Source: an optimization exercise on an open RTL-to-GDS flow (aim: small area and few clock cycles). Production flows keep margins and buffers that such runs may drop.
Only simulation tests tie the RTL to the original design; equivalence was not proved.
Power and IR drop assume default switching activity.

--- design.v ---
module mb_crc_table (
    input  wire [15:0] crc,
    input  wire [7:0]  data,
    output reg  [15:0] nxt
);
    integer k;
    always @(*) begin
        nxt = crc ^ {8'h00, data};
        for (k = 0; k < 8; k = k + 1)
            nxt = nxt[0] ? ((nxt >> 1) ^ 16'hA001) : (nxt >> 1);
    end
endmodule
module modbus_engine (
    input  wire        clk,
    input  wire        rst,           
    input  wire        start,         
    input  wire [31:0] timeout,       
    input  wire [31:0] now,           
    output wire        busy,
    output reg         done,          
    output wire        ok,
    output reg  [2:0]  cause,
    input  wire        rx_valid,
    input  wire [7:0]  rx_data,
    output wire        rx_ready,
    output wire        tx_valid,
    output wire [7:0]  tx_data,
    input  wire        tx_ready,
    input  wire        host_we,
    input  wire [15:0] host_addr,
    input  wire [15:0] host_wdata,
    output wire [15:0] host_rdata
);
    localparam N = 50;
    localparam [2:0] C_OK      = 3'd0;
    localparam [2:0] C_TIMEOUT = 3'd1;
    localparam [2:0] C_CRC     = 3'd2;
    localparam [2:0] C_UNSUP   = 3'd3;
    localparam [2:0] C_PRECOND = 3'd5;
    localparam [1:0] F3  = 2'd0;
    localparam [1:0] F6  = 2'd1;
    localparam [1:0] F16 = 2'd2;
    localparam [1:0] FX  = 2'd3;
    localparam [1:0] P_H = 2'd0;        
    localparam [1:0] P_B = 2'd1;        
    localparam [1:0] P_D = 2'd2;        
    localparam [1:0] P_T = 2'd3;        
    reg         act;                    
    reg         txs;                    
    reg  [1:0]  ph;
    reg  [31:0] to_r;                   
    reg  [31:0] rem;                    
    reg         pn0;                    
    reg  [2:0]  cnt;                    
    reg  [6:0]  ri;                     
    reg  [15:0] crc;
    reg  [7:0]  h0;                     
    reg  [1:0]  ft;                     
    reg  [15:0] fstart;                 
    reg  [15:0] fcount;                 
    reg  [7:0]  hb;                     
    reg         bc_bad;                 
    reg  [15:0] bank_a [0:N-1];
    reg  [15:0] bank_b [0:N-1];
    reg  [N-1:0] sel;                   
    reg  [N-1:0] pv;                    
    wire f3  = (ft == F3);
    wire f6  = (ft == F6);
    wire f16 = (ft == F16);
    assign busy = act;
    assign ok   = (cause == C_OK);
    wire rxs = act & ~txs;
    wire        tick = now[0] ^ pn0;
    wire        rem0 = (rem == 32'd0);
    wire        rem1 = (rem == 32'd1);
    wire        expired = rem0 | (rem1 & tick);
    wire [31:0] rem_dec;
    mb_dec32 u_rdec (.a(rem), .y(rem_dec));
    assign rx_ready = rxs & ~expired;
    assign tx_valid = act & txs;
    wire rx_take = rx_valid & rx_ready;
    wire tx_take = tx_ready & tx_valid;
    wire take    = rx_take | tx_take;
    wire start_take = ~act & start;
    wire ph_h = (ph == P_H);
    wire ph_b = (ph == P_B);
    wire ph_d = (ph == P_D);
    wire ph_t = (ph == P_T);
    wire [6:0] ri_inc;
    mb_inc7 u_inc (.a(ri), .y(ri_inc));
    wire       c_zero  = (fcount[6:0] == 7'd0);
    wire       ri_end  = (ri_inc == fcount[6:0]);
    wire       hdr_end = txs ? (f3 ? cnt == 3'd2 : cnt == 3'd5) : (cnt == 3'd5);
    wire       wr_rx   = rx_take & ((ph_h & f6 & cnt == 3'd5) | (ph_d & cnt[0]));
    wire [15:0] raddr;
    mb_add16 u_add (.a(fstart), .b(ri), .y(raddr));
    wire [7:0] rown, coln;                
    mb_predec u_dec (.addr(act ? raddr : host_addr), .rown(rown), .coln(coln));
    wire [N-1:0] dsa, dsb, en_a, en_b, en_s, sel_d, pv_n;
    wire [16*N-1:0] fa, fb;
    genvar g;
    generate
        for (g = 0; g < N; g = g + 1) begin : g_flat
            assign fa[16*g +: 16] = bank_a[g];
            assign fb[16*g +: 16] = bank_b[g];
        end
    endgenerate
    wire [15:0] rdata;
    mb_rmux u_rmux (.dsa(dsa), .dsb(dsb), .a(fa), .b(fb), .rdata(rdata));
    assign host_rdata = rdata;
    wire        hw   = ~act & host_we;
    wire        we   = hw | wr_rx;
    wire [15:0] wbus = {16{~rst}} & (act ? {hb, rx_data} : host_wdata);
    wire [15:0] crc_nxt;
    mb_crc_table u_crc (
        .crc  (crc),
        .data (tx_data),
        .nxt  (crc_nxt)
    );
    wire rx_last = ph_t & cnt[0];
    wire good    = (crc_nxt == 16'h0000);
    wire commit  = rx_take & rx_last & good & ~(f16 & bc_bad) & ~(f3 & (fcount[15:7] != 9'd0));
    generate
        for (g = 0; g < N; g = g + 1) begin : g_store
            mb_regctl u_ctl (
                .rst(rst), .start(start_take), .rown(rown[g / 8]), .coln(coln[g % 8]),
                .sel(sel[g]), .pv(pv[g]),
                .we(we), .hw(hw), .wr_rx(wr_rx), .commit(commit),
                .dsa(dsa[g]), .dsb(dsb[g]), .en_a(en_a[g]), .en_b(en_b[g]),
                .en_s(en_s[g]), .sel_d(sel_d[g]), .pv_n(pv_n[g])
            );
            always @(posedge clk) begin
                if (en_a[g]) bank_a[g] <= wbus;
                if (en_b[g]) bank_b[g] <= wbus;
                if (en_s[g]) sel[g] <= sel_d[g];
                pv[g] <= pv_n[g];
            end
        end
    endgenerate
    wire        hdr = txs & ph_h;
    wire [11:0] bsel = {
        ~txs,                           
        txs & ph_t &  cnt[0],           
        txs & ph_t & ~cnt[0],           
        txs & ph_d &  cnt[0],           
        txs & ph_d & ~cnt[0],           
        hdr & cnt == 3'd5,              
        hdr & cnt == 3'd4,              
        hdr & cnt == 3'd3,              
        hdr & cnt == 3'd2 & ~f3,        
        hdr & cnt == 3'd2 &  f3,        
        hdr & cnt == 3'd1,              
        hdr & cnt == 3'd0               
    };
    mb_txmux u_txmux (
        .bsel(bsel), .f3(f3), .f6(f6), .f16(f16),
        .h0(h0), .fstart(fstart), .fcount(fcount), .crc(crc), .rdata(rdata),
        .rx_data(rx_data), .tx_data(tx_data)
    );
    always @(posedge clk)
        pn0 <= now[0];
    always @(posedge clk) begin
        if (rst) begin
            act   <= 1'b0;
            done  <= 1'b0;
            cause <= C_OK;
        end else begin
            done <= 1'b0;
            if (start_take) begin
                to_r <= timeout;
                rem  <= timeout;
                act  <= 1'b1;
                txs  <= 1'b0;
                ph   <= P_H;
                cnt  <= 3'd0;
                ri   <= 7'd0;
                crc  <= 16'hFFFF;
            end
            if (~start_take & tick & ~rem0)
                rem <= rem_dec;
            if (rxs & expired) begin
                done  <= 1'b1;
                cause <= C_TIMEOUT;
                act   <= 1'b0;
            end
            if (rx_take) begin
                hb  <= rx_data;
                if (ph_h) begin
                    case (cnt)
                        3'd0: h0 <= rx_data;
                        3'd1: ft <= (rx_data == 8'h03) ? F3 :
                                    (rx_data == 8'h06) ? F6 :
                                    (rx_data == 8'h10) ? F16 : FX;
                        3'd2: fstart[15:8] <= rx_data;
                        3'd3: fstart[7:0]  <= rx_data;
                        3'd4: fcount[15:8] <= rx_data;
                        default: fcount[7:0] <= rx_data;
                    endcase
                    if (cnt == 3'd5) begin
                        rem <= to_r;
                        if (ft == FX) begin
                            done  <= 1'b1;
                            cause <= C_UNSUP;
                            act   <= 1'b0;
                        end else if (f16 && {fcount[15:8], rx_data} > 16'd50) begin
                            done  <= 1'b1;
                            cause <= C_PRECOND;
                            act   <= 1'b0;
                        end
                    end
                end
                if (ph_b)
                    bc_bad <= (rx_data != {fcount[6:0], 1'b0});
                if (rx_last) begin
                    if (commit) begin
                        txs <= 1'b1;
                    end else begin
                        done  <= 1'b1;
                        cause <= (f16 & bc_bad) ? C_PRECOND :
                                 ~good          ? C_CRC : C_PRECOND;
                        act   <= 1'b0;
                    end
                end
            end
            if (take) begin
                cnt <= cnt + 3'd1;
                if (ph_t & cnt[0])
                    crc <= 16'hFFFF;
                else if (~(txs & ph_t))
                    crc <= crc_nxt;
                if (ph_d & cnt[0])
                    ri <= ri_inc;
                if (ph_h & hdr_end) begin
                    cnt <= 3'd0;
                    ph  <= (f16 & ~txs) ? P_B : (f3 & txs & ~c_zero) ? P_D : P_T;
                end
                if (ph_b) begin
                    cnt <= 3'd0;
                    ph  <= c_zero ? P_T : P_D;
                end
                if (ph_d & cnt[0] & ri_end) begin
                    cnt <= 3'd0;
                    ph  <= P_T;
                end
                if (ph_t & cnt[0]) begin
                    cnt <= 3'd0;
                    ri  <= 7'd0;
                    ph  <= P_H;
                end
            end
            if (tx_take & ph_t & cnt[0]) begin
                act   <= 1'b0;
                done  <= 1'b1;
                cause <= C_OK;
            end
        end
    end
endmodule
module mb_dec32 (
    input  wire [31:0] a,
    output wire [31:0] y
);
    wire [32:0] b;                      
    assign b[0] = 1'b1;
    genvar i;
    generate
        for (i = 0; i < 32; i = i + 1) begin : g_d
            assign y[i]     = a[i] ^ b[i];
            assign b[i + 1] = b[i] & ~a[i];
        end
    endgenerate
endmodule
module mb_inc7 (
    input  wire [6:0] a,
    output wire [6:0] y
);
    wire [7:0] c;
    assign c[0] = 1'b1;
    genvar i;
    generate
        for (i = 0; i < 7; i = i + 1) begin : g_i
            assign y[i]     = a[i] ^ c[i];
            assign c[i + 1] = a[i] & c[i];
        end
    endgenerate
endmodule
module mb_add16 (
    input  wire [15:0] a,
    input  wire [6:0]  b,
    output wire [15:0] y
);
    wire [7:0] c;
    assign c[0] = 1'b0;
    genvar i;
    generate
        for (i = 0; i < 7; i = i + 1) begin : g_a
            assign y[i]     = a[i] ^ b[i] ^ c[i];
            assign c[i + 1] = (a[i] & b[i]) | ((a[i] ^ b[i]) & c[i]);
        end
    endgenerate
    wire [9:0] p;                       
    assign p[0] = 1'b1;
    generate
        for (i = 0; i < 9; i = i + 1) begin : g_h
            assign p[i + 1]  = p[i] & a[7 + i];
            assign y[7 + i]  = a[7 + i] ^ (c[7] & p[i]);
        end
    endgenerate
endmodule
module mb_predec (
    input  wire [15:0] addr,
    output wire [7:0]  rown,
    output wire [7:0]  coln
);
    wire hi0 = ~|addr[15:6];
    genvar g;
    generate
        for (g = 0; g < 8; g = g + 1) begin : g_p
            assign rown[g] = ~(hi0 & (addr[5:3] == g));
            assign coln[g] = ~(addr[2:0] == g);
        end
    endgenerate
endmodule
module mb_regctl (
    input  wire rst,
    input  wire start,
    input  wire rown,
    input  wire coln,
    input  wire sel,
    input  wire pv,
    input  wire we,
    input  wire hw,
    input  wire wr_rx,
    input  wire commit,
    output wire dsa,
    output wire dsb,
    output wire en_a,
    output wire en_b,
    output wire en_s,
    output wire sel_d,
    output wire pv_n
);
    wire dec = ~(rown | coln);
    assign dsa   = ~(rown | coln | sel);
    assign dsb   = dec & sel;
    assign en_a  = rst | (we & dsb);
    assign en_b  = we & dsa;
    assign en_s  = rst | (hw & dec) | (commit & pv);
    assign sel_d = ~(rst | sel);
    assign pv_n  = ~(start | ~(pv | (wr_rx & dec)));
endmodule
module mb_rmux (
    input  wire [49:0]  dsa,
    input  wire [49:0]  dsb,
    input  wire [799:0] a,
    input  wire [799:0] b,
    output wire [15:0]  rdata
);
    genvar i, k;
    generate
        for (i = 0; i < 16; i = i + 1) begin : g_bit
            wire [99:0] d, s;
            for (k = 0; k < 50; k = k + 1) begin : g_k
                assign d[2*k]     = a[16*k + i];
                assign d[2*k + 1] = b[16*k + i];
                assign s[2*k]     = dsa[k];
                assign s[2*k + 1] = dsb[k];
            end
            wire [33:0] p;
            for (k = 0; k < 33; k = k + 1) begin : g_p
                mb_aoi3 u_aoi (.d(d[3*k +: 3]), .s(s[3*k +: 3]), .y(p[k]));
            end
            mb_aoi2 u_aoi2 (.d(d[99]), .s(s[99]), .y(p[33]));
            mb_nand34 u_nand (.p(p), .y(rdata[i]));
        end
    endgenerate
endmodule
module mb_aoi3 (
    input  wire [2:0] d,
    input  wire [2:0] s,
    output wire       y
);
    assign y = ~((d[0] & s[0]) | (d[1] & s[1]) | (d[2] & s[2]));
endmodule
module mb_aoi2 (
    input  wire d,
    input  wire s,
    output wire y
);
    assign y = ~(d & s);
endmodule
module mb_nand34 (
    input  wire [33:0] p,
    output wire        y
);
    assign y = ~&p;
endmodule
module mb_txmux (
    input  wire [11:0] bsel,
    input  wire        f3,
    input  wire        f6,
    input  wire        f16,
    input  wire [7:0]  h0,
    input  wire [15:0] fstart,
    input  wire [15:0] fcount,
    input  wire [15:0] crc,
    input  wire [15:0] rdata,
    input  wire [7:0]  rx_data,
    output wire [7:0]  tx_data
);
    wire [7:0] fcode = {3'b000, f16, 1'b0, f6, f3 | f6, f3};
    assign tx_data = ({8{bsel[0]}}  & h0)
                   | ({8{bsel[1]}}  & fcode)
                   | ({8{bsel[2]}}  & {fcount[6:0], 1'b0})
                   | ({8{bsel[3]}}  & fstart[15:8])
                   | ({8{bsel[4]}}  & fstart[7:0])
                   | ({8{bsel[5]}}  & fcount[15:8])
                   | ({8{bsel[6]}}  & fcount[7:0])
                   | ({8{bsel[7]}}  & rdata[15:8])
                   | ({8{bsel[8]}}  & rdata[7:0])
                   | ({8{bsel[9]}}  & crc[7:0])
                   | ({8{bsel[10]}} & crc[15:8])
                   | ({8{bsel[11]}} & rx_data);
endmodule
--- run.sh ---
#!/bin/bash
# synth_recipe.tcl (not shown) runs the flow's synth.tcl, then flattens the netlist and writes it again
# the make line also repeats each setting of config.mk as NAME=value (left out here)
make -C /OpenROAD-flow-scripts/flow DESIGN_CONFIG=/design/flow/config.mk WORK_HOME=/design/flow/orfs CLKGATE_MAP_FILE= SYNTH_SCRIPT=/design/flow/synth_recipe.tcl finish
--- config.mk ---
export PLATFORM = sky130hd
export DESIGN_NAME = modbus_engine
export DESIGN_NICKNAME = modbus_engine
export VERILOG_FILES = /design/flow/design.v
export SDC_FILE = /design/flow/constraint.sdc
export NUM_CORES = 4
export LEC_CHECK = 0
export CAP_MARGIN = 20
export CORE_MARGIN = 2
export CORE_UTILIZATION = 45
export SLEW_MARGIN = 20
export SYNTH_HIERARCHICAL = 1
--- constraint.sdc ---
create_clock -name core_clock -period 12.0 [get_ports {clk}]
set_input_delay 2.4000 -clock core_clock [delete_from_list [all_inputs] [get_ports {clk}]]
set_output_delay 2.4000 -clock core_clock [all_outputs]
set_load 0.01 [all_outputs]
==> results of run 1 <==
==> power by group <==
group | total (mW) | switching, mW | internal (mW)
combinational | 0.612 | 0.434 | 0.178
sequential | 7.47 | 0.0899 | 7.38
clock | 5.69 | 2.48 | 3.21
total | 13.8 | 3.00 | 10.8
==> worst max-delay path: cells and delay by family, from the launching register on <==
kind / cells / cell delay [ns]
compound gates: 3 / 1.20
mux: 1 / 0.17
simple gates: 10 / 3.11
fa+ha+maj: 7 / 2.42
xor+xnor: 1 / 0.13
buf+inv: 3 / 0.99
flops: 1 / 0.44
==> state kept, by name (all words and copies together), names as in the netlist, 32 cells and up <==
register and cells:
bank_a 800, bank_b 800, pv 50, sel 50, rem 32, to_r 32
==> area by class of cell <==
| type | count | share of cell area, % |
|---|---|---|
| Inverter | 125 | 0.5812 |
| Clock buffer | 220 | 5.903 |
| Clock inverter | 120 | 1.543 |
| Multi-Input combinational cell | 1836 | 18.05 |
| Tap cell | 2044 | 3.159 |
| Sequential cell | 1850 | 67.94 |
| Antenna cell | 2 | 0.006183 |
| Timing Repair Buffer | 258 | 2.819 |
==> how the worst max path moves through the flow <==
stage / to / slack [ns] / start
2_1_floorplan: sel[0] / 1.04 / ri[0]
3_3_place_gp: sel[26] / 0.82 / ri[0]
3_5_place_dp: sel[5] / 0.71 / ri[0]
4_1_cts: tx_data[1] / 0.16 / ri[0]
5_1_grt: tx_data[7] / 0.05 / ri[0]
6_report: tx_data[2] / 0.26 / ri[0]
==> per-layer routing <==
layer	wire length, um	share of wire [%]
met3	15200	8.0
met4	5929	3.1
met1	78230	41
met5	26	0.014
met2	91130	48
==> flow_summary.ini, run 1 <==
[status]
outcome = finished clean

[die]
dieArea_mm2 = 0.1586
rows = 144
fp.dieW_um = 398.2
start_util_pct = 45.35
die_height_um = 398.2
boundaryPins = 142
core_region_area_mm2 = 0.1542

[routing]
ant_nets = 0
routed-via-count = 41285
drt_iter0_drc = 5912
drc = 0
firstDrtPassIters = 13
routedWlPerCell_um = 29.51
via_per_inst = 6.396
drt-total-wl_mm = 190.5

[global_route]
use_met3_pct = 4.042
gr-total-overflow = 0
met2_usage_pct = 37.24
grt_pass1_vias = 38851
grt_usage_pct = 23.47
antenna_found_initial = 3
grt_use_met1_pct = 33.13
top_usage_layer = met2
grt_max_degree = 101
grt_first_pass_wirelength_mm = 271.8

[setup_path]
cpMaxStageDelayCell = nor4_1
crit_path_max_incr_delay_ns = 1.00
crit_top_cell = fa_1
crit_arrival_ns = 9.34
critical_path_peak_fanout = 24
reg2reg_from = ri[0]
start_kind = register
r2r_end = sel[26]
criticalPathCategory = reg -> out
cp.required_ns = 9.60
endpoint_kind = primary output
ff2ff_path_depth = 33
rrSetupSlack_ns = 0.60

[clock_tree]
cts_hold_buf = 0
clock-sinks = 1850
post-cts-setup-buffers = 0
postCtsResizedCells = 0
root_buffer = clkbuf_16
htree_levels = 4
cts_made_buffers = 183
clkTransAtPathRegs_ns = 0.06
clkLatencyLatePin_ns = 0.84
clockBufferDepth = 3
cts_tree = built

[final_layout]
nNetsFinal = 4412
final_cells = 6455
final_cell_area_mm2 = 0.08095
final_cell_mix = 1,794 x edfxtp_1, 534 x a222oi_1, 194 x nor2_1
multi_input_area_mm2 = 0.01461
area_delta_synth_final_pct = 15.74
final_common_cell = edfxtp_1
fillers = 12431
post-route-util_pct = 52.48
drive_gt1_share_pct = 13.15
seq_area_mm2 = 0.05499

[sta]
tightest_slew_ns = 1.173
fmax_mhz = 85.21
skew_ns = 0.08233
final.min_clock_period_ns = 11.74
finalWorstSetupSlack_ns = 0.2645
rsz0062_at_grt = no
setup_viol = 0
period_share_pct = 97.80
holdWs_ns = 0.4480
maxSlewViolCount = 0
setup_tns_ns = 0
max_slew_margin_pct = 21.80
finalHoldViolCount = 0

[place]
gp_congestion = 0.8551
dpl-instance-area_mm2 = 0.07486
dp_cells = 6111
port_buffers = 110
place_hpwl_mm = 117.3
preCtsSetupSlack_ns = 0.7147

[yosys]
yosys_warnings = 10
syn_nets = 4028
syn_inst = 3870
syn-cell-area_mm2 = 0.06994
syn_avg_cell_area_um2 = 18.07

[worst_hold_path]
holdPathStages = 2
min_to = pv[30]
worstHoldStart = pv[30]
hp-class = reg -> reg

[pwr]
p_leak_nw = 26.67
vdd_ir_drop_max_mv = 0.1455
power_per_cell_area_mw_per_mm2 = 170.1
fin_total_pwr_mw = 13.77

[flow_run]
cap_violations = 0
Testbench counts, summed over its fixed seeds: cycles 37,574.
==> run 2: changes to the inputs <==
--- a/config.mk
+++ b/config.mk
@@ -8,5 +8,7 @@
 export CAP_MARGIN = 20
 export CORE_MARGIN = 2
 export CORE_UTILIZATION = 45
+export CTS_CLUSTER_DIAMETER = 80
+export CTS_CLUSTER_SIZE = 20
 export SLEW_MARGIN = 20
 export SYNTH_HIERARCHICAL = 1
==> run 2 against run 1 <==
  * Sequential cell count unchanged
  * Combinational power is essentially flat
  * Critical path depth decreased by 1
  * Synthesized cell count unchanged
  * Clock-buffer cell count fell by 40
==> flow_summary.ini, run 2 <==
[setup_path]
reg2reg_from = ri[0]
r2r_end = sel[26]
start_kind = register
setup.worst_path.end = tx_data[1]
worstSetupStartpoint = ri[0]
rrSetupSlack_ns = 0.56
cp.required_ns = 9.60
critical_path_peak_fanout = 24
endpoint_kind = primary output
crit_arrival_ns = 9.36
ff2ff_path_depth = 32
criticalPathCategory = reg -> out

[place]
place_hpwl_mm = 117.3
port_buffers = 110
gp_congestion = 0.8551
dp_cells = 6111

[die]
start_util_pct = 45.35
boundaryPins = 142
dieArea_mm2 = 0.1586
rows = 144
die_height_um = 398.2
core_region_area_mm2 = 0.1542
fp.dieW_um = 398.2

[global_route]
grt_pass1_vias = 38156
grt_first_pass_wirelength_mm = 269.2
grt_max_degree = 101
grt_usage_pct = 23.13
gr-total-overflow = 0
antenna_found_initial = 3

[final_layout]
final_cells = 6310
area_delta_synth_final_pct = 11.68
post-route-util_pct = 50.64
nNetsFinal = 4335
diodes = 0
reg_top3 = bank_a (800), bank_b (800)
final_common_cell = edfxtp_1
final_cell_mix = 1,794 x edfxtp_1, 534 x a222oi_1, 194 x nor2_1
drive_gt1_share_pct = 10.38

[routing]
ant_nets = 0
routedWlPerCell_um = 29.93
routed-via-count = 40763
drt_iter0_drc = 6176
via_per_inst = 6.460
drt-total-wl_mm = 188.8
drc = 0
firstDrtPassIters = 14

[sta]
tightest_slew_ns = 1.178
finalHoldViolCount = 0
setup_viol = 0
maxSlewViolCount = 0
period_share_pct = 98.01
max_slew_margin_pct = 21.44
rsz0062_at_grt = no
setup_tns_ns = 0
skew_ns = 0.05826
fmax_mhz = 85.03
final.min_clock_period_ns = 11.76

[yosys]
syn-cell-area_mm2 = 0.06994
syn_nets = 4028
syn_avg_cell_area_um2 = 18.07
yosys_warnings = 10
syn_inst = 3870

[status]
outcome = finished clean

[clock_tree]
clockBufferDepth = 3
htree_levels = 3
clkTransAtPathRegs_ns = 0.09
cts_hold_buf = 0
cts_made_buffers = 106
cts_tree = built
post-cts-setup-buffers = 0
root_buffer = clkbuf_16
clkLatencyLatePin_ns = 0.77
clock-sinks = 1850

[pwr]
fin_total_pwr_mw = 11.87
p_leak_nw = 25.27
power_per_cell_area_mw_per_mm2 = 152.0
vdd_ir_drop_max_mv = 0.1288

[flow_run]
cap_violations = 0

[worst_hold_path]
hp-class = reg -> reg
[run 2: per-layer routing]
metal  part of all wire [%]  vias up  global-route usage [%]
met2                     48     1891                   36.70
li1                       -    17536                       -
met3                    8.2      250                   3.318
met5                 0.0069        -                       0
met1                     41    21084                   33.30
met4                    3.2        2                   6.927
[run 2: worst min-delay path by stage]
stage / end / start / cells after the start
3_3_place_gp: pv[12] / pv[12] / 2
3_5_place_dp: pv[15] / pv[15] / 2
4_1_cts: pv[30] / pv[30] / 2
2_1_floorplan: pv[0] / pv[0] / 2
6_report: pv[31] / pv[31] / 2
5_1_grt: pv[4] / pv[4] / 2
[run 2: power by group]
group,internal (mW),leakage [nW],switching (mW),total [mW]
clock network,1.73,1.52,2.08,3.81
logic,0.178,6.03,0.434,0.611
registers,7.36,17.7,0.0895,7.45
[run 2: what timing repair did]
action | CTS | global route
endpoints found under the setup margin | 0 | 1
hold endpoints to repair | 0 | 0
gates resized for setup | 0 | 1
[run 2: critical path: stages, from the launching register on]
cell and delay, ns:
edfxtp_1 0.45, ha_1 0.22, fa_1 0.38, fa_1 0.42
fa_1 0.41, fa_1 0.39, fa_1 0.36, inv_1 0.12
fa_1 0.19, and4b_1 0.28, nand4_1 0.15, xnor2_1 0.14
mux2_2 0.17, nor2_1 0.12, nand4_1 0.11, buf_4 0.34
nor2_1 0.12, and2_1 0.46, a222oi_1 0.63, nand4_1 0.48
nor4_1 0.89, nand3_1 0.36, a222oi_1 0.53, nand3_1 0.26
clkdlybuf4s50_1 0.55
[run 2: layout make-up]
| class | count | area [um^2] |
|---|---|---|
| Fill cell | 12647 | 76120 |
| Sequential cell | 1850 | 54990 |
| Multi-Input combinational cell | 1836 | 14600 |
| Clock buffer | 180 | 2982 |
| Tap cell | 2044 | 2557 |
| Timing Repair Buffer | 258 | 2282 |
| Inverter | 125 | 470.5 |
| Clock inverter | 17 | 217.7 |
[run 2: through the flow]
step	setup WS (ns)	hold WS [ns]	instance area, um^2
final	0.2388	0.4505	78110
after floorplan	1.044	0.4257	69940
after CTS	0.2413	0.4517	78060
after global placement	0.8217	0.4353	74810
after detailed placement	0.7147	0.4406	74860
after global routing	0.01576	0.4696	78110
==> run 3: changes to the inputs <==
--- a/config.mk
+++ b/config.mk
@@ -8,7 +8,7 @@
 export CAP_MARGIN = 20
 export CORE_MARGIN = 2
 export CORE_UTILIZATION = 45
-export CTS_CLUSTER_DIAMETER = 80
-export CTS_CLUSTER_SIZE = 20
+export CTS_CLUSTER_DIAMETER = 100
+export CTS_CLUSTER_SIZE = 30
 export SLEW_MARGIN = 20
 export SYNTH_HIERARCHICAL = 1
==> run 3 against run 2 <==
  * Area after synthesis unchanged
  * Global-route usage fell by 0.19 points
  * Clock skew decreased by 0.018 ns
  * Core utilization is 0.64 points lower
  * Combinational power about the same
  * First-iteration DRC count shrank 2.8%
  * Non-clock buffer count did not move
  * Routed wire length is 0.65% lower
  * Worst setup slack worse by 0.076 ns
  * Critical path type unchanged
  * Critical endpoint unchanged
  * Largest cell class unchanged
==> flow_summary.ini, run 3 <==
[status]
outcome = finished clean

[flow_run]
cap_violations = 0

[clock_tree]
clockBufferDepth = 3
clkLatencyLatePin_ns = 0.74
postCtsResizedCells = 0
clkTransAtPathRegs_ns = 0.12
cts_made_buffers = 73
clock-sinks = 1850
cts_tree = built
post-cts-setup-buffers = 0
htree_levels = 3
root_buffer = clkbuf_16
cts_hold_buf = 0

[setup_path]
start_kind = register
cp.required_ns = 9.60
critical_path_peak_fanout = 24
crit_arrival_ns = 9.44
criticalPathCategory = reg -> out
endpoint_kind = primary output

[place]
gp_congestion = 0.8551
dp_cells = 6111
preCtsSetupSlack_ns = 0.7147
port_buffers = 110
place_hpwl_mm = 117.3

[die]
start_util_pct = 45.35
die_height_um = 398.2
fp.dieW_um = 398.2
dieArea_mm2 = 0.1586
core_region_area_mm2 = 0.1542
rows = 144
boundaryPins = 142

[sta]
final.min_clock_period_ns = 11.84
skew_ns = 0.04040
rsz0062_at_grt = no
period_share_pct = 98.64
finalWorstSetupSlack_ns = 0.1629
tightest_slew_ns = 1.168
fmax_mhz = 84.48
maxSlewViolCount = 0
setup_viol = 0
max_slew_margin_pct = 22.14
setup_tns_ns = 0
finalHoldViolCount = 0

[final_layout]
final_cells = 6247
final_cell_mix = 1,794 x edfxtp_1, 534 x a222oi_1, 194 x nor2_1
reg_top3 = bank_a (800), bank_b (800)
area_delta_synth_final_pct = 10.26
drive_gt1_share_pct = 9.641
nNetsFinal = 4302
final_common_cell = edfxtp_1

[global_route]
use_met3_pct = 2.937
gr-total-overflow = 0
grt_max_degree = 101
met2_usage_pct = 36.68
grt_use_met1_pct = 33.24
grt_usage_pct = 22.94
top_usage_layer = met2
grt_first_pass_wirelength_mm = 266.8
grt_pass1_vias = 37631
antenna_found_initial = 3

[routing]
ant_nets = 0
drt-total-wl_mm = 187.6
routedWlPerCell_um = 30.03
drc = 0
drt_iter0_drc = 6002
via_per_inst = 6.487
firstDrtPassIters = 13
routed-via-count = 40527

[worst_hold_path]
hp-class = reg -> reg

[pwr]
power_per_cell_area_mw_per_mm2 = 145.4
p_leak_nw = 24.80
vdd_ir_drop_max_mv = 0.1085
fin_total_pwr_mw = 11.21

[yosys]
syn_avg_cell_area_um2 = 18.07
syn_nets = 4028
syn-cell-area_mm2 = 0.06994
syn_inst = 3870
yosys_warnings = 10
-- run 3: layer usage --
| metal | vias to the layer above | share of wire, % |
|---|---|---|
| met5 | - | 0 |
| met4 | 0 | 2.9 |
| met3 | 223 | 7.7 |
| met2 | 1791 | 48 |
| met1 | 21104 | 41 |
| li1 | 17409 | - |
-- run 3: where the power goes --
group	internal (mW)	switching (mW)
registers	7.36	0.0892
clock network	1.22	1.93
logic	0.178	0.432
-- run 3: cell type report --
| class | count | area [um^2] |
|---|---|---|
| Clock buffer | 120 | 2046 |
| Sequential cell | 1850 | 54990 |
| Timing Repair Buffer | 258 | 2282 |
| Clock inverter | 12 | 155.1 |
| Inverter | 125 | 470.5 |
| Antenna cell | 2 | 5.005 |
| Tap cell | 2044 | 2557 |
| Fill cell | 12735 | 77120 |
| Multi-Input combinational cell | 1836 | 14600 |
-- run 3: per-stage QoR --
step	utilization, %	hold slack [ns]	cell area, um^2
after floorplan	-	0.4257	69940
after global placement	48.51	0.4353	74810
after detailed placement	48.54	0.4406	74860
after CTS	49.96	0.4554	77060
after global routing	50.00	0.4734	77110
final	50.00	0.4547	77110
-- run 3: worst paths after layout --
kind,from,slack [ns],cells after the start,endpoint
min reg2reg,pv[32],0.45,2,pv[32]
max,ri[0],0.16,24,tx_data[1]
max reg2reg,ri[0],0.48,32,sel[26]
min,pv[32],0.45,2,pv[32]
-- run 3: worst max-delay path, stage by stage, from the launching register on --
cell and delay, ns:
edfxtp_1 0.46, ha_1 0.22, fa_1 0.38, fa_1 0.42, fa_1 0.41, fa_1 0.39, fa_1 0.36, inv_1 0.12
fa_1 0.21, and4b_1 0.29, nand4_1 0.15, xnor2_1 0.13, mux2_2 0.17, nor2_1 0.12, nand4_1 0.11, buf_4 0.34
nor2_1 0.13, and2_1 0.44, a222oi_1 0.69, nand4_1 0.44, nor4_1 0.97, nand3_1 0.38, a222oi_1 0.53, nand3_1 0.26
clkdlybuf4s50_1 0.55
==> run 4: changes to the inputs <==
--- a/config.mk
+++ b/config.mk
@@ -9,6 +9,6 @@
 export CORE_MARGIN = 2
 export CORE_UTILIZATION = 45
 export CTS_CLUSTER_DIAMETER = 100
-export CTS_CLUSTER_SIZE = 30
+export CTS_CLUSTER_SIZE = 25
 export SLEW_MARGIN = 20
 export SYNTH_HIERARCHICAL = 1
==> run 4 against run 3 <==
  * Still clean
  * Sequential cell count did not move
  * Final cell count rose by 0.38%
  * Non-clock buffer count did not move
  * Register-to-register slack improved by 0.14 ns
  * Sequential share of layout area fell by 0.31 points
  * Fmax rose by 1.3%
  * Largest cell class unchanged
==> flow_summary.ini, run 4 <==
[global_route]
gr-total-overflow = 0
grt_pass1_vias = 37902
antenna_found_initial = 4
grt_max_degree = 101
grt_first_pass_wirelength_mm = 268.2
grt_usage_pct = 23.08

[setup_path]
start_kind = register
r2r_end = sel[26]
crit_arrival_ns = 9.28
crit_top_cell = fa_1
endpoint_kind = primary output
worstPathCellList = ha_1, fa_1, fa_1, fa_1, fa_1, fa_1, inv_1, fa_1, and4b_1, nand4_1, xnor2_1, mux2_2, nor2_1, nand4_1, buf_4, nor2_1, and2_1, a222oi_1, nand4_1, nor4_1, nand3_1, a222oi_1, nand3_1, clkdlybuf4s50_1
cpMaxStageDelayCell = nor4_1
rrSetupSlack_ns = 0.62
critical_path_peak_fanout = 24
criticalPathCategory = reg -> out
crit_family = simple AND/OR/NAND/NOR gates
worstSetupStartpoint = ri[0]
reg2reg_from = ri[0]
setup.worst_path.end = tx_data[1]
cp.required_ns = 9.60
ff2ff_path_depth = 32
crit_path_max_incr_delay_ns = 0.90
cp_num_buf_inv = 3
worst-path-stages = 24

[clock_tree]
post-cts-setup-buffers = 0
clockBufferDepth = 3
htree_levels = 3
postCtsResizedCells = 0
clkTransAtPathRegs_ns = 0.11
cts_made_buffers = 85
clock-sinks = 1850
clkLatencyLatePin_ns = 0.75
cts_hold_buf = 0
cts_tree = built
root_buffer = clkbuf_16

[pwr]
fin_total_pwr_mw = 11.45
p_leak_nw = 24.96
vdd_ir_drop_max_mv = 0.1553
power_per_cell_area_mw_per_mm2 = 147.8

[routing]
drc = 0
via_per_inst = 6.451
firstDrtPassIters = 13
routed-via-count = 40457
drt_iter0_drc = 6572
drt-total-wl_mm = 188.3
ant_nets = 0
routedWlPerCell_um = 30.03

[final_layout]
nNetsFinal = 4314
reg_top3 = bank_a (800), bank_b (800)
final_cell_area_mm2 = 0.07745
drive_gt1_share_pct = 9.794
final_common_cell = edfxtp_1
diodes = 0
final_cell_mix = 1,794 x edfxtp_1, 534 x a222oi_1, 194 x nor2_1
multi_input_area_mm2 = 0.01460
seq_area_mm2 = 0.05499
area_delta_synth_final_pct = 10.75
final_cells = 6271
fillers = 12713

[die]
core_region_area_mm2 = 0.1542
dieArea_mm2 = 0.1586
boundaryPins = 142
start_util_pct = 45.35
die_height_um = 398.2
fp.dieW_um = 398.2
rows = 144

[yosys]
syn_avg_cell_area_um2 = 18.07
syn_inst = 3870
yosys_warnings = 10
syn_nets = 4028
syn-cell-area_mm2 = 0.06994

[sta]
setup_viol = 0
maxSlewViolCount = 0
rsz0062_at_grt = no
final.min_clock_period_ns = 11.68
tightest_slew_ns = 1.171
finalWorstSetupSlack_ns = 0.3180
setup_tns_ns = 0
period_share_pct = 97.35
fmax_mhz = 85.60
finalHoldViolCount = 0
max_slew_margin_pct = 21.95
skew_ns = 0.04487

[flow_run]
cap_violations = 0

[place]
dpl-instance-area_mm2 = 0.07486
place_hpwl_mm = 117.3
gp_congestion = 0.8551
preCtsSetupSlack_ns = 0.7147
port_buffers = 110
dp_cells = 6111

[worst_hold_path]
hp-class = reg -> reg

[status]
outcome = finished clean
## run 4: cell types whose count changed in the layout (fill, tap and decap cells not counted), sizes merged
cell	change
clkbuf	+28
clkinv	-1
clkinvlp	-1
diode	-2
## run 4: layout make-up
type	count	area share (%)
tap	2044	3.302
clock buffer	148	3.079
multi-input combinational	1836	18.85
clock inverter	10	0.2084
inverter	125	0.6074
timing repair buffer	258	2.947
sequential	1850	71.00
## run 4: how the worst min path moves through the flow
stage | startpoint | endpoint | slack (ns) | cells past startpoint
6_report | pv[31] | pv[31] | 0.45 | 2
3_3_place_gp | pv[12] | pv[12] | 0.44 | 2
2_1_floorplan | pv[0] | pv[0] | 0.43 | 2
5_1_grt | pv[4] | pv[4] | 0.47 | 2
4_1_cts | pv[30] | pv[30] | 0.45 | 2
3_5_place_dp | pv[15] | pv[15] | 0.44 | 2
## run 4: where the power goes
part	internal [mW]	leakage [nW]	switching, mW
Clock	1.39	1.21	1.99
Combinational	0.178	6.03	0.433
Sequential	7.36	17.7	0.0896
Total	8.93	25.0	2.51
## run 4: per-layer routing
metal  vias up  routed length, um  global-route usage, %
li1      17458                  -                      -
met1     20997              77170                  33.05
met2      1770              90550                  36.97
met3       226              14920                  3.379
met4         6               5649                  6.469
met5         -                 41                      0
## run 4: stage by stage
step / hold slack, ns / util, %
after floorplan: 0.4257 / -
after global placement: 0.4353 / 48.51
after global routing: 0.4713 / 50.22
final: 0.4513 / 50.22
after CTS: 0.4536 / 50.19
after detailed placement: 0.4406 / 48.54
## run 4: worst min-delay path: stages, from the launching register on
cell and delay, ns:
dfxtp_1 0.32, inv_1 0.05, a21oi_1 0.05

-- separate check: timing with driven ports --
In the flow no input, the clock included, has a driving cell. The finished layouts below were timed again as built, in two steps. Step 1 assumes that a clkbuf_16 drives the clock port and a buf_2 every other input. Step 2, shift: input delay + t, output delay - t, t = (earliest + latest rising clock arrival at the registers) / 2. This alone moves slack from input paths to output paths. Three values: ideal ports, drivers, drivers and shift; two values: the first two.
| run | t, ns | setup slack, ns | clock arrival spread, ns |
|---|---|---|---|
| run 1 | 0.881 | 0.264 / 0.187 / 0.598 | 0.082 / 0.083 |
| run 2 | 0.814 | 0.239 / 0.162 / 0.531 | 0.060 / 0.060 |
| run 3 | 0.798 | 0.163 / 0.082 / 0.475 | 0.045 / 0.046 |
| run 4 | 0.804 | 0.318 / 0.240 / 0.574 | 0.047 / 0.047 |
After both steps every run listed still meets setup and hold.
